Source: an optimization exercise on an open RTL-to-GDS flow (aim: small area, a short achievable clock period and few clock cycles per item). Production flows keep margins and buffers that such runs may drop.
Where RTL was checked, it was by simulation tests only, not by an equivalence proof against the original.
Power is estimated from default activity; no workload was simulated.

==> flow/design.v (excerpt) <==
module bp91_codec (
    input  wire        clk,
    input  wire        rst,
    input  wire        cmd_valid,
    output wire        cmd_ready,
    input  wire [1:0]  cmd_op,
    input  wire [11:0] cmd_len,
    input  wire        in_valid,
    output wire        in_ready,
    input  wire [7:0]  in_data,
    output wire        out_valid,
    input  wire        out_ready,
    output wire [7:0]  out_data,
    output reg         done,
    output reg  [7:0]  err_code,
    output reg  [11:0] err_info
);
clock: 12.0 ns
lec_check: 0
cap_margin: 20
core_margin: 2
core_utilization: 35
cts_cluster_diameter: 100
cts_cluster_size: 24
place_density: 0.55
slew_margin: 20
standard.sh (not shown) runs the stock make flow with config.mk's settings and CLKGATE_MAP_FILE= SYNTH_SCRIPT=/design/flow/synth_recipe.tcl, a recipe that flattens the netlist after the stock synthesis.
==> flow/flow/run.sh <==
#!/bin/bash
set -euo pipefail
export SETUP_SLACK_MARGIN=8.5
bash standard.sh > flow_standard.log 2>&1
Testbench counts at the start, summed over its fixed seeds: cycles 39,367, items 35,196.
==> next run, changes <==
--- a/flow/design.v
+++ b/flow/design.v
@@ -589,28 +589,31 @@
                 n    <= 5'd0;
                 fl   <= 1'b0;
                 mp   <= need_mk;
             end else begin
                 acc <= acc_nx;
                 n   <= n_nx;
             end
             xv  <= issue;
             x2v <= xv;
             x3v <= x2v;
             zv  <= x3v;
             begin : cred
-                reg [2:0] tn;
-                tn = tot + {2'd0, issue} - {1'd0, gone};
-                tot  <= tn;
-                room <= (tn < CD);
+                reg [2:0] tn0, tn1;
+                reg       mk;
+                mk  = (qn != 3'd0) && qh[8];
+                tn1 = tot + {2'd0, issue} - {2'd0, ov} - {2'd0, mk};
+                tn0 = tot + {2'd0, issue} - {2'd0, !ov && mk};
+                tot  <= out_ready ? tn1 : tn0;
+                room <= out_ready ? (tn1 < CD) : (tn0 < CD);
             end
             if (zv) begin
                 q[qwp] <= {ze, w_mk, w_dat};
                 qwp    <= (qwp == QD - 1) ? 3'd0 : qwp + 3'd1;
             end
             if (q_pop)
                 qrp <= (qrp == QD - 1) ? 3'd0 : qrp + 3'd1;
             qn <= qn + {2'd0, zv} - {2'd0, q_pop};
             done <= 1'b0;
             if (o_free) begin
                 if (q_pop) begin
                     if (qh[8]) begin
Area after synthesis drops by about 0.8%.
Worst setup slack gets worse by 0.0077 ns.
Via count is about the same.
Cell count barely changes.
Sequential cell count stays the same.
Hold slack stays flat.
Final area barely changes.
Sequential power drops by about 1%.
Fmax stays flat.
First-iteration DRC count climbs by about 11%.
Count of clock-buffer cells in the layout climbs by 4.
Utilization climbs by 0.28 points.
Routed wire length drops by 1.2%.
Testbench counts after the change, summed over its fixed seeds: cycles 39,367, items 35,196.

Setup of old:
bp91_codec, a different RTL version from the one above (not shown whole).
Size: roughly 4300 cells after synthesis, roughly 1000 flip-flops, ~59 I/O pins, roughly 46000 um2 of cells after synthesis.
## bp91_codec
module bp91_codec (
    input  wire        clk,
    input  wire        rst,
    input  wire        cmd_valid,
    output wire        cmd_ready,
    input  wire [1:0]  cmd_op,
    input  wire [11:0] cmd_len,
    input  wire        in_valid,
    output wire        in_ready,
    input  wire [7:0]  in_data,
    output wire        out_valid,
    input  wire        out_ready,
    output wire [7:0]  out_data,
    output reg         done,
    output reg  [7:0]  err_code,
    output reg  [11:0] err_info
);
    localparam OP_LOAD = 2'd0;
    localparam OP_ENC  = 2'd1;
    localparam OP_DEC  = 2'd2;
    localparam OP_DECS = 2'd3;
    localparam T_CHAR  = 2'd0;
    localparam T_BYTE  = 2'd1;
    localparam T_MARK  = 2'd2;
    localparam QD = 6;             
    localparam CD = 7;             
    integer i;
    reg [6:0] ring [0:90];
    reg [6:0] b;
    reg [6:0] bn;            
    reg        nv;
    reg [1:0]  nop;
    reg [11:0] nlen;
    reg        ia;
    reg [1:0]  iop;
    reg [11:0] irem;
    reg        ilast;       
    reg        in_rdy;
    assign cmd_ready = !nv;
    assign in_ready  = in_rdy;
    wire cmd_fire = cmd_valid && !nv;
    wire in_fire  = in_valid && in_rdy;
    reg        hv, tv;
    reg [1:0]  hop, top_;
    reg        hlast, tlast;
    reg        hnob, tnob;
    reg [7:0]  hdat, tdat;
    reg [6:0]  hdn;          
    reg [11:0] kidx;
    reg        alpha_ok;
    reg        errf;         
    reg        e7;
    reg [11:0] eidx;
    reg        dupf;
    reg [6:0]  dupidx;
    reg        finp;         
    reg        fload;
    reg        pdv;
    reg [3:0]  pdc;          
    reg [11:0] pdi;
    reg        c2v;
  ...
==> flow/config.mk <==
export PLATFORM = sky130hd
export DESIGN_NAME = bp91_codec
export DESIGN_NICKNAME = bp91_codec
export VERILOG_FILES = /design/flow/design.v
export SDC_FILE = /design/flow/constraint.sdc
export NUM_CORES = 4
export LEC_CHECK = 0
export CAP_MARGIN = 20
export CORE_MARGIN = 2
export CORE_UTILIZATION = 25
export PLACE_DENSITY = 0.45
export SLEW_MARGIN = 20
==> flow/constraint.sdc <==
create_clock -name core_clock -period 12.0 [get_ports {clk}]
set_input_delay 2.4000 -clock core_clock [delete_from_list [all_inputs] [get_ports {clk}]]
set_output_delay 2.4000 -clock core_clock [all_outputs]
set_load 0.01 [all_outputs]
Scripts as last shown in full above: flow/flow/run.sh
The following lists how new was set up differently from old:
--- a/flow/design.v
+++ b/flow/design.v
@@ -88,12 +88,13 @@
     reg [2:0]  tot;          
     reg        room;         
     reg        xv, xe, x2e, x3e, ze;
     reg [1:0]  xt;
     reg        xsel;
     reg [13:0] xdat;
+    reg [16:0] xdat5;        
     reg        x2v;
     reg [1:0]  x2t;
     reg        x2sel;
     reg [6:0]  x2hi, x2lo;
     reg        x3v;
     reg [1:0]  x3t;
@@ -294,24 +295,19 @@
                          (emit ? acc_s8[20:0] : acc_or[20:0]);
     wire [4:0]  kk     = ext ? (big13 ? 5'd13 : 5'd14) : (emit ? 5'd8 : 5'd0);
     wire [4:0]  n_sub  = n - kk;
     wire [4:0]  n_nx   = !k_ins ? n_sub :
                          (kop == OP_ENC) ? (n_sub + 5'd8) :
                          khas ? (n_sub + (k_is13 ? 5'd13 : 5'd14)) : 5'd8;
-    wire [24:0] ma = {11'd0, xdat} << 11;
-    wire [24:0] mb = {11'd0, xdat} << 9;
-    wire [24:0] mc = {11'd0, xdat} << 8;
-    wire [24:0] md = {11'd0, xdat} << 6;
+    wire [24:0] ma = {8'd0, xdat5} << 9;
+    wire [24:0] md = {8'd0, xdat5} << 6;
     wire [24:0] me = {11'd0, xdat};
-    wire [24:0] ms1 = ma ^ mb ^ mc;
-    wire [24:0] mc1 = {((ma & mb) | (ma & mc) | (mb & mc)), 1'b0};
-    wire [24:0] ms2 = md ^ me ^ ms1;
-    wire [24:0] mc2 = {((md & me) | (md & ms1) | (me & ms1)), 1'b0};
-    wire [24:0] ms3 = mc1 ^ mc2 ^ ms2;
-    wire [24:0] mc3 = {((mc1 & mc2) | (mc1 & ms2) | (mc2 & ms2)), 1'b0};
+    wire [24:0] ms3 = ma ^ md ^ me;
+    wire [24:0] mc3 = {((ma & md) | (ma & me) | (md & me)), 1'b0};
     wire [24:0] x_prod = ks25(ms3, mc3);
+    wire [24:0] cr5    = ks25({9'd0, cr, 2'b00}, {11'd0, cr});
     wire [6:0]  x_hi   = x_prod[24:18];
     wire [7:0]  la = {1'b0, x2lo};
     wire [7:0]  lb = {1'b0, x2hi} << 5;
     wire [7:0]  lc = {1'b0, x2hi} << 2;
     wire [7:0]  ld = {1'b0, x2hi};
     wire [7:0]  ls1 = la ^ lb ^ lc;
@@ -364,12 +360,13 @@
         xe    <= it_end;
         x2e   <= xe;
         x3e   <= x2e;
         ze    <= x3e;
         xsel  <= half;
         xdat  <= i_byte ? {6'd0, acc[7:0]} : cr;
+        xdat5 <= cr5[16:0];
         x2t   <= xt;
         x2sel <= xsel;
         x2hi  <= (xt == T_CHAR) ? x_hi : {6'd0, xdat[7]};
         x2lo  <= xdat[6:0];
         x3t   <= x2t;
         x3dat <= (x2t == T_CHAR) ? {1'b0, x2_d} : {x2hi[0], x2lo};
==> notes.md <==
- Between new and old, the switching power summed over all nets is lower for new.
- Fraction of power consumed by sequential logic was higher in the run labelled new.
- Changes observed in new relative to old: final area rose 0.69%, total via count after detailed routing rose by 288.
- Looking at new and old, the utilization after layout is a wash.
- Routability-driven placement congestion ratio down about 3.7% in new wrt old
- Final cell count grows slightly when moving from old to new.
- The higher clock skew of new and old is in old.
Testbench counts of new, summed over its fixed seeds: cycles 39,367, items 35,196.
Only the layout flow was run in old; the RTL was not checked for function there.

## 10-19
bp91_codec, a different RTL version from the one above (not shown whole).
Size in the first run: about 4300 cells after synthesis, ~59 I/O pins.
export LEC_CHECK = 0
export CAP_MARGIN = 20
export CORE_MARGIN = 2
export CORE_UTILIZATION = 25
export PLACE_DENSITY = 0.45
export SLEW_MARGIN = 20
create_clock -name core_clock -period 12.0 [get_ports {clk}]
Scripts as last shown in full above: flow/flow/run.sh
Modified inputs, 05-16 compared to 10-19
diff --git a/flow/design.v b/flow/design.v
--- a/flow/design.v
+++ b/flow/design.v
@@ -42,12 +42,13 @@
     wire in_fire  = in_valid && in_rdy;
     reg        hv, tv;
     reg [1:0]  hop, top_;
     reg        hlast, tlast;
     reg        hnob, tnob;
     reg [7:0]  hdat, tdat;
+    reg [6:0]  hdn;          
     reg [11:0] kidx;
     reg        alpha_ok;
     reg        errf;         
     reg        e7;
     reg [11:0] eidx;
     reg        dupf;
@@ -168,13 +169,16 @@
             eq_h[i] = (kh == i);
         end
         for (i = 0; i < 16; i = i + 1)
             gt_l[i] = (kl > i);
         pos = 7'd0;
         for (i = 0; i < 91; i = i + 1) begin
-            match[i] = (ring[i] == hdat[6:0]);
+            if (i < 46)
+                match[i] = (ring[i] == hdat[6:0]);
+            else
+                match[i] = (ring[i] == ~hdn);
             lmask[i] = gt_h[i / 16] | (eq_h[i / 16] & gt_l[i % 16]);
             if (match[i]) pos = pos | i[6:0];
         end
     end
     wire       anym    = |match;
     wire       anyl    = |(match & lmask);
@@ -423,26 +427,28 @@
                 irem  <= irem - 12'd1;
                 ilast <= (irem == 12'd2);
                 if (ilast) ia <= 1'b0;
             end
             if (c_take) begin
                 if (tv) begin
-                    hop <= top_; hlast <= tlast; hnob <= tnob; hdat <= tdat;
+                    hop <= top_; hlast <= tlast; hnob <= tnob; hdat <= tdat; hdn <= ~tdat[6:0];
                     if (in_push) begin
                         top_ <= push_op; tlast <= push_last; tnob <= push_nob; tdat <= in_data;
                     end else begin
                         tv <= 1'b0;
                     end
                 end else begin
                     hv <= in_push;
                     hop <= push_op; hlast <= push_last; hnob <= push_nob; hdat <= in_data;
+                    hdn <= ~in_data[6:0];
                 end
             end else if (in_push) begin
                 if (!hv) begin
                     hv <= 1'b1;
                     hop <= push_op; hlast <= push_last; hnob <= push_nob; hdat <= in_data;
+                    hdn <= ~in_data[6:0];
                 end else begin
                     tv <= 1'b1;
                     top_ <= push_op; tlast <= push_last; tnob <= push_nob; tdat <= in_data;
                 end
             end
             begin : rdy
Notes after the runs:
Between 05-16 and 10-19, it is 05-16 whose worst setup slack is higher, by 56 ps. Compared with 10-19, 05-16 ends up with more cell area. | setup slack at placement | higher: 10-19 |. Going from 10-19 to 05-16, gate count of the mapped netlist down about 0.37%, data arrival time of the critical path shows a reduction of 3110 ps, part of the cycle the worst path needs decreased 0.47 points. In 05-16, the total power came out 0.71 mW above the value in 10-19. When 05-16 is measured against 10-19, its worst hold slack turns out 5.9 ps lower. For 05-16, the launch point of the critical path was ob[7], unlike 10-19, where it was xdat[1]. 05-16 vs. 10-19: compound-cell area share of the yosys netlist went down by 0.16 points. Relative to 10-19, first-pass iteration count of the detailed router increased by 2 in 05-16. Across both runs, time the final worst path needs with I/O delays and setup was lower for 05-16 than for 10-19. Diff 10-19 -> 05-16: area after synthesis shows no meaningful change; via count shows a reduction of 0.48%.
Testbench counts of 05-16, summed over its fixed seeds: cycles 39,487, items 35,196.
No functional check of the RTL was part of 10-19.

afterwards: timing with drivers on the ports:
How much do the figures lean on ideal ports? The routed layouts below were timed once more, with nothing changed but the port constraints.
Step 1: set_driving_cell puts a clkbuf_16 on clk and a buf_2 on each other input, an assumption about the parent block.
Step 2 also shifts input and output timing later by t, the mid clock arrival at the registers, as if the neighbouring blocks saw the same clock.
a / b / c = no drivers / after step 1 / after step 2; a / b = the first two.
run | t, ns | setup WS [ns] | hold WS [ns] | worst data-port slew with drivers (ns)
the first run of note 1 | 0.756 | 8.373 / 8.300 / 7.657 | 0.332 / 0.332 / 0.332 | 0.05
the second run of note 1 | 0.776 | 8.365 / 8.280 / 7.839 | 0.335 / 0.335 / 0.335 | 0.05
old | 0.814 | 8.295 / 8.254 / 7.646 | 0.328 / 0.328 / 0.328 | 0.10
new | 0.813 | 8.357 / 8.280 / 7.665 | 0.326 / 0.326 / 0.326 | 0.09
10-19 | 0.808 | 8.267 / 8.243 / 7.766 | 0.333 / 0.333 / 0.333 | 0.08
05-16 | 0.819 | 8.323 / 8.245 / 7.770 | 0.327 / 0.327 / 0.327 | 0.05
After both steps setup and hold are still met in every run listed. The setup slack of the first run of note 1, which loses most, moves by -0.073 ns with the drivers and by -0.716 ns with both steps.
